Context: an optimization exercise on an open-source flow, tuned for small area and a short achievable clock period. The choices shown serve that exercise and are no tape-out recipe. Where RTL was checked, it was by simulation tests only, not by an equivalence proof against the original. Power and IR drop assume default switching activity.

// intron_rx_framer
module intron_rx_framer (
    input  wire         clk,
    input  wire         rst,             
    input  wire         soft_reset,      
    input  wire [47:0]  intron_sess,     
    input  wire         rx_valid,
    input  wire [7:0]   rx_data,
    input  wire         alloc_ok,        
    input  wire         cas_valid,
    input  wire [3:0]   cas_old,
    input  wire [3:0]   cas_new,
    input  wire         activity_clr,    
    input  wire         query_valid,     
    input  wire [7:0]   query_idx,
    input  wire         ap_take,         
    output reg  [3:0]   mode,
    output reg          cas_ok,
    output reg          associated,
    output reg          activity,
    output reg          mac_valid,
    output reg  [47:0]  mac,
    output reg  [7:0]   ap_count,
    output reg          ap_valid,
    output reg  [7:0]   ap_index,
    output reg  [127:0] ap_info,
    output reg          pkt_start,
    output wire [15:0]  pkt_len,
    output reg          pkt_wr,
    output wire [7:0]   pkt_data,
    output reg          pkt_end,
    output reg          pkt_good,
    output reg          evt_valid,
    output reg  [2:0]   evt_code,
    output wire [7:0]   evt_type,
    output wire [15:0]  evt_size
);
    localparam [7:0]  INTRON0 = 8'h55;
    localparam [7:0]  INTRON1 = 8'h4E;
    localparam [3:0] M_WAIT_INIT      = 4'd1;
    localparam [3:0] M_NEED_AP        = 4'd2;
    localparam [3:0] M_CONNECTING_AP  = 4'd3;
    localparam [3:0] M_RUNNING        = 4'd4;
    localparam [31:0] CRC_55 = 32'h36FCB509;
    reg  [3:0]   pos;        
    reg          pay;        
    reg          fixd;       
    reg          strm;       
    reg  [15:0]  cnt;        
    reg  [31:0]  crc;
    reg  [31:0]  rcrc;       
    reg          ka_flag;    
    reg  [7:0]   rtype;
    reg  [7:0]   rvar;
    reg  [119:0] fbuf;       
    reg          lq_valid;
    reg  [7:0]   lq_idx;
    assign pkt_len  = cnt;
    assign evt_size = cnt;
    assign evt_type = rtype;
    assign pkt_data = fbuf[7:0];
    wire        seek, hdr, hend, hp_crc_ok, hp0, hp1, hp_size, hp_sig;
    wire [7:0]  ipos1h;
    wire [3:0]  pos_inc;
    wire        size_zero, plast;
    wire [7:0]  cmp_byte;
    wire [23:0] ck_tab;
    wire        e_fill, e_mac, e_dev, e_cnt, e_link_pkt, e_link_ka;
    wire        e_chk_pay, e_chk_ka, e_oos, e_evt_hdr;
  ...
Size: about 1700 cells after synthesis, about 340 I/O pins, ~20000 um2 of cells after synthesis.
clock: 8.0 ns
lec_check: 0
abc_area: 1
cap_margin: 20
core_margin: 2
core_utilization: 50
cts_buf_list: sky130_fd_sc_hd__clkbuf_16
cts_cluster_diameter: 100
cts_cluster_size: 30
place_density: 0.65
setup_slack_margin: 5
slew_margin: 20
synth_hierarchical: 1
synth_minimum_keep_size: 0
standard.sh (not shown) runs the stock make flow with config.mk's settings and CLKGATE_MAP_FILE= SYNTH_SCRIPT=/design/flow/synth_recipe.tcl, a recipe that flattens the netlist after the stock synthesis.
==> flow/flow/run.sh <==
#!/bin/bash
# Standard layout, with the smallest buffer on every port.
set -euo pipefail
bash standard.sh "BUFFER_PORTS_ARGS=-buffer_cell sky130_fd_sc_hd__buf_1" finish > standard.log 2>&1
The starting point finished clean.
Rerun with:
--- a/flow/design.v
+++ b/flow/design.v
@@ -105,36 +105,35 @@
         .m_is1(m_is1), .m_is23(m_is23), .v_nz(v_nz), .m_dev(m_dev)
     );
     wire [3:0]  lo0    = {1'b0, cnt[2:0]} + {1'b0, pos[2:0]};
     wire [3:0]  lo1    = {1'b0, cnt[2:0]} + {1'b0, pos[2:0]} + 4'd1;
     wire [12:0] hi_inc = cnt[15:3] + 13'd1;
     wire        hi_max = &cnt[15:3];
     wire [15:0] sk0s = ~lo0[3] ? {cnt[15:3], lo0[2:0]} :
                   hi_max  ? 16'hFFFF : {hi_inc, lo0[2:0]};
     wire [15:0] sk1s = ~lo1[3] ? {cnt[15:3], lo1[2:0]} :
                   hi_max  ? 16'hFFFF : {hi_inc, lo1[2:0]};
     wire [15:0] cnt_dec = cnt - 16'd1;
     wire take = rx_valid & ~soft_reset;
-    wire [7:0] eq_sess;
-    assign eq_sess[0] = (rx_data == INTRON0);
-    assign eq_sess[1] = (rx_data == INTRON1);
-    assign eq_sess[2] = (rx_data == intron_sess[7:0]);
-    assign eq_sess[3] = (rx_data == intron_sess[15:8]);
-    assign eq_sess[4] = (rx_data == intron_sess[23:16]);
-    assign eq_sess[5] = (rx_data == intron_sess[31:24]);
-    assign eq_sess[6] = (rx_data == intron_sess[39:32]);
-    assign eq_sess[7] = (rx_data == intron_sess[47:40]);
-    wire hit  = |(eq_sess & ipos1h);
-    wire hit1 = |(eq_sess[7:1] & ipos1h[7:1]);     
-    wire is55 = eq_sess[0];
+    wire [63:0] intron_all = {intron_sess, INTRON1, INTRON0};
+    reg  [7:0]  iexp;
+    integer k;
+    always @* begin
+        iexp = 8'd0;
+        for (k = 0; k < 8; k = k + 1)
+            iexp = iexp | ({8{ipos1h[k]}} & intron_all[8*k +: 8]);
+    end
+    wire hit  = (rx_data == iexp);
+    wire is55 = (rx_data == INTRON0);
+    wire hit1 = hit & ~ipos1h[0];                
     wire byte_ok  = (rx_data == cmp_byte);
     wire [31:0] crc_step = {8'd0, crc[31:8]} ^ rxf_tab(crc[7:0] ^ rx_data);
     function [7:0] tinv;
         input [7:0] a;
         begin
             tinv[0] = a[0] ^ a[1] ^ a[3] ^ a[5] ^ a[7];
             tinv[1] = a[1] ^ a[2] ^ a[4] ^ a[6];
             tinv[2] = a[2] ^ a[3] ^ a[5] ^ a[7];
             tinv[3] = a[3] ^ a[4] ^ a[6];
             tinv[4] = a[4] ^ a[5] ^ a[7];
             tinv[5] = a[5] ^ a[6];
             tinv[6] = a[0] ^ a[1] ^ a[3] ^ a[5] ^ a[6];
After rerunning: Sequential power hardly moves. Worst setup slack improves by 0.076 ns. Wire length fell by about 6%. Total power fell by about 4%. Final area fell by 6.5%. Synthesized area fell by about 2.2%. Core utilization fell by 2.5 points. Flip-flop and latch count stays the same. Register-to-register slack improves by 0.14 ns.
Function not checked in the first run of this note: the RTL went through the layout flow alone.

========
intron_rx_framer, a different RTL version from the one above (not shown whole).
For scale: roughly 1500 cells after synthesis, roughly 340 I/O pins.
export LEC_CHECK = 0
export ABC_AREA = 1
export CAP_MARGIN = 20
export CORE_MARGIN = 2
export CORE_UTILIZATION = 50
export CTS_BUF_LIST = sky130_fd_sc_hd__clkbuf_16
export CTS_CLUSTER_DIAMETER = 100
export CTS_CLUSTER_SIZE = 30
export PLACE_DENSITY = 0.65
export SETUP_SLACK_MARGIN = 5
export SLEW_MARGIN = 20
export TNS_END_PERCENT = 30
create_clock -name core_clock -period 8.0 [get_ports {clk}]
Scripts as last shown in full above: flow/flow/run.sh
The baseline finished with timing, DRC and antenna clean.
Change:
--- a/flow/design.v
+++ b/flow/design.v
@@ -53,13 +53,12 @@
     localparam [7:0]  INTRON0 = 8'h55;
     localparam [7:0]  INTRON1 = 8'h4E;
     localparam [3:0] M_WAIT_INIT      = 4'd1;
     localparam [3:0] M_NEED_AP        = 4'd2;
     localparam [3:0] M_CONNECTING_AP  = 4'd3;
     localparam [3:0] M_RUNNING        = 4'd4;
-    localparam [31:0] CRC_55 = 32'h36FCB509;
     reg  [3:0]   pos;        
     reg          pay;        
     reg          fixd;       
     reg          strm;       
     reg  [15:0]  cnt;        
     reg  [31:0]  crc;
@@ -77,12 +76,13 @@
     wire        seek, hdr, hend, hp_crc_ok, hp0, hp1, hp_size, hp_sig;
     wire [7:0]  ipos1h;
     wire [3:0]  pos_inc;
     wire [15:0] sk0s, sk1s, cnt_dec;
     wire        size_zero, plast;
     wire [7:0]  cmp_byte;
+    wire [31:0] crc_in;
     wire [23:0] ck_tab;
     wire        e_fill, e_mac, e_dev, e_cnt, e_link_pkt, e_link_ka;
     wire        e_chk_pay, e_chk_ka, e_oos, e_evt_hdr;
     wire [2:0]  e_code;
     wire        e_pstart, e_strm, e_fix_next, e_pay_next;
     wire        m_is1, m_is23, v_nz;
@@ -94,35 +94,35 @@
         .seek(seek), .hdr(hdr), .hend(hend), .hp_crc_ok(hp_crc_ok),
         .hp0(hp0), .hp1(hp1), .hp_size(hp_size), .hp_sig(hp_sig),
         .ipos1h(ipos1h), .pos_inc(pos_inc),
         .sk0s(sk0s), .sk1s(sk1s), .cnt_dec(cnt_dec),
         .size_zero(size_zero), .plast(plast),
         .ka_flag(ka_flag),
-        .cmp_byte(cmp_byte), .ck_tab(ck_tab),
+        .cmp_byte(cmp_byte), .crc_in(crc_in), .ck_tab(ck_tab),
         .e_fill(e_fill), .e_mac(e_mac), .e_dev(e_dev), .e_cnt(e_cnt),
         .e_link_pkt(e_link_pkt), .e_link_ka(e_link_ka),
         .e_chk_pay(e_chk_pay), .e_chk_ka(e_chk_ka), .e_oos(e_oos),
         .e_evt_hdr(e_evt_hdr), .e_code(e_code),
         .e_pstart(e_pstart), .e_strm(e_strm),
         .e_fix_next(e_fix_next), .e_pay_next(e_pay_next),
         .m_is1(m_is1), .m_is23(m_is23), .v_nz(v_nz), .m_dev(m_dev)
     );
     wire take = rx_valid & ~soft_reset;
-    wire [63:0] intron_all = {intron_sess, INTRON1, INTRON0};
-    reg  [7:0]  iexp;
-    integer k;
-    always @* begin
-        iexp = 8'd0;
-        for (k = 0; k < 8; k = k + 1)
-            iexp = iexp | ({8{ipos1h[k]}} & intron_all[8*k +: 8]);
-    end
-    wire hit  = (rx_data == iexp);
-    wire is55 = (rx_data == INTRON0);
-    wire hit1 = hit & ~ipos1h[0];                
+    wire [7:0] eq_sess;
+    assign eq_sess[0] = (rx_data == INTRON0);
+    assign eq_sess[1] = (rx_data == INTRON1);
+    assign eq_sess[2] = (rx_data == intron_sess[7:0]);
+    assign eq_sess[3] = (rx_data == intron_sess[15:8]);
+    assign eq_sess[4] = (rx_data == intron_sess[23:16]);
+    assign eq_sess[5] = (rx_data == intron_sess[31:24]);
+    assign eq_sess[6] = (rx_data == intron_sess[39:32]);
+    assign eq_sess[7] = (rx_data == intron_sess[47:40]);
+    wire hit  = |(eq_sess & ipos1h);
+    wire is55 = eq_sess[0];
     wire byte_ok  = (rx_data == cmp_byte);
-    wire [31:0] crc_step = {8'd0, crc[31:8]} ^ rxf_tab(crc[7:0] ^ rx_data);
+    wire [31:0] crc_step = {8'd0, crc_in[31:8]} ^ rxf_tab(crc_in[7:0] ^ rx_data);
     function [7:0] tinv;
         input [7:0] a;
         begin
             tinv[0] = a[0] ^ a[1] ^ a[3] ^ a[5] ^ a[7];
             tinv[1] = a[1] ^ a[2] ^ a[4] ^ a[6];
             tinv[2] = a[2] ^ a[3] ^ a[5] ^ a[7];
@@ -202,15 +202,13 @@
                     2'd1: rcrc[23:16] <= ~rx_data ^ ck_tab[23:16];
                     2'd2: rcrc[15:8]  <= ~rx_data ^ ck_tab[15:8];
                     default: rcrc[7:0] <= ~rx_data ^ ck_tab[7:0];
                 endcase
                 ka_flag <= byte_ok & (ka_flag | (pos[1:0] == 2'd0));
             end
-            if (seek)
-                crc <= hit1 ? crc_step : CRC_55;
-            else if (hp_crc_ok)
+            if (seek | hp_crc_ok)
                 crc <= crc_step;
         end
     end
     always @(posedge clk) begin
         if (rx_valid)
             fbuf <= {fbuf[111:0], rx_data};
@@ -290,12 +288,13 @@
     output wire [15:0] sk0s,         
     output wire [15:0] sk1s,         
     output wire [15:0] cnt_dec,
     output wire        size_zero,
     output wire        plast,        
     output wire [7:0]  cmp_byte,     
+    output wire [31:0] crc_in,       
     output wire [23:0] ck_tab,       
     output wire        e_fill,       
     output wire        e_mac,        
     output wire        e_dev,        
     output wire        e_cnt,        
     output wire        e_link_pkt,   
@@ -360,12 +359,14 @@
                 rxf_tab = rxf_tab[0] ? ((rxf_tab >> 1) ^ 32'hEDB88320) : (rxf_tab >> 1);
         end
     endfunction
     wire [31:0] tab_i = rxf_tab(rcrc[31:24]);
     assign ck_tab = tab_i[23:0];
     wire ck_rest = (crc[31:8] == rcrc[23:0]);
+    localparam [31:0] CRC_55 = 32'h36FCB509;
+    assign crc_in = (seek & (pos[2:1] == 2'b00)) ? (pos[0] ? CRC_55 : 32'hFFFFFFFF) : crc;
     reg [7:0] ka_byte;
     always @* begin
         case (pos[1:0])
             2'd0: ka_byte = ~crc[31:24];
             2'd1: ka_byte = ~crc[23:16];
             2'd2: ka_byte = ~crc[15:8];
Effect:
- The changed run completed without violations
- non-clock buffer count goes up by 58
- critical path depth goes up by 4
- fmax is lower by 1.8%
- count of clock-buffer cells in the layout drops by 1
- die area goes up by 1.4%
- final area grows by 5.3%
- sequential share of layout area fell by 3.0 points
- total power came out higher by 5.1%
- final cell count goes up by 4.7%
- routed wire length climbs by 12%
- worst hold slack hardly moves
- synthesized cell count went up by 0.98%
- clock skew hardly moves
- via count is higher by 5.5%
Function not checked in the second run of this note: the RTL went through the layout flow alone.

==> static timing again, ports no longer ideal <==
The results above use ideal ports. As a check the final layouts listed here were re-extracted and re-timed, cells and wires unchanged.
Step 1 assumes that a clkbuf_16 drives the clock port and a buf_2 every other input.
Step 2 moves the port delays by t, midway between the first and last clock arrival at a register: inputs arrive t later, outputs are due t later. That takes back most of the time a late clock gives input paths.
a / b / c = no drivers / after step 1 / after step 2; a / b = the first two.
| run | shift t [ns] | slack for setup (ns) | hold WS [ns] | worst register clock-pin slew, ns | worst slew at a driven data input, ns |
|---|---|---|---|---|---|
| the first run of note 1 | 0.599 | 4.953 / 4.944 / 4.346 | 0.430 / 0.430 / 0.430 | 0.12 / 0.12 | 0.13 |
| the second run of note 1 | 0.591 | 5.029 / 4.971 / 4.495 | 0.430 / 0.430 / 0.430 | 0.11 / 0.11 | 0.07 |
| the first run of note 2 | 0.585 | 4.977 / 5.006 / 4.421 | 0.428 / 0.428 / 0.428 | 0.12 / 0.12 | 0.07 |
| the second run of note 2 | 0.615 | 4.920 / 4.899 / 4.284 | 0.429 / 0.429 / 0.429 | 0.12 / 0.12 | 0.13 |
After both steps every run listed still meets setup and hold. For the second run of note 2, which loses most, drivers alone change the setup slack by -0.021 ns; drivers and shift together by -0.636 ns.
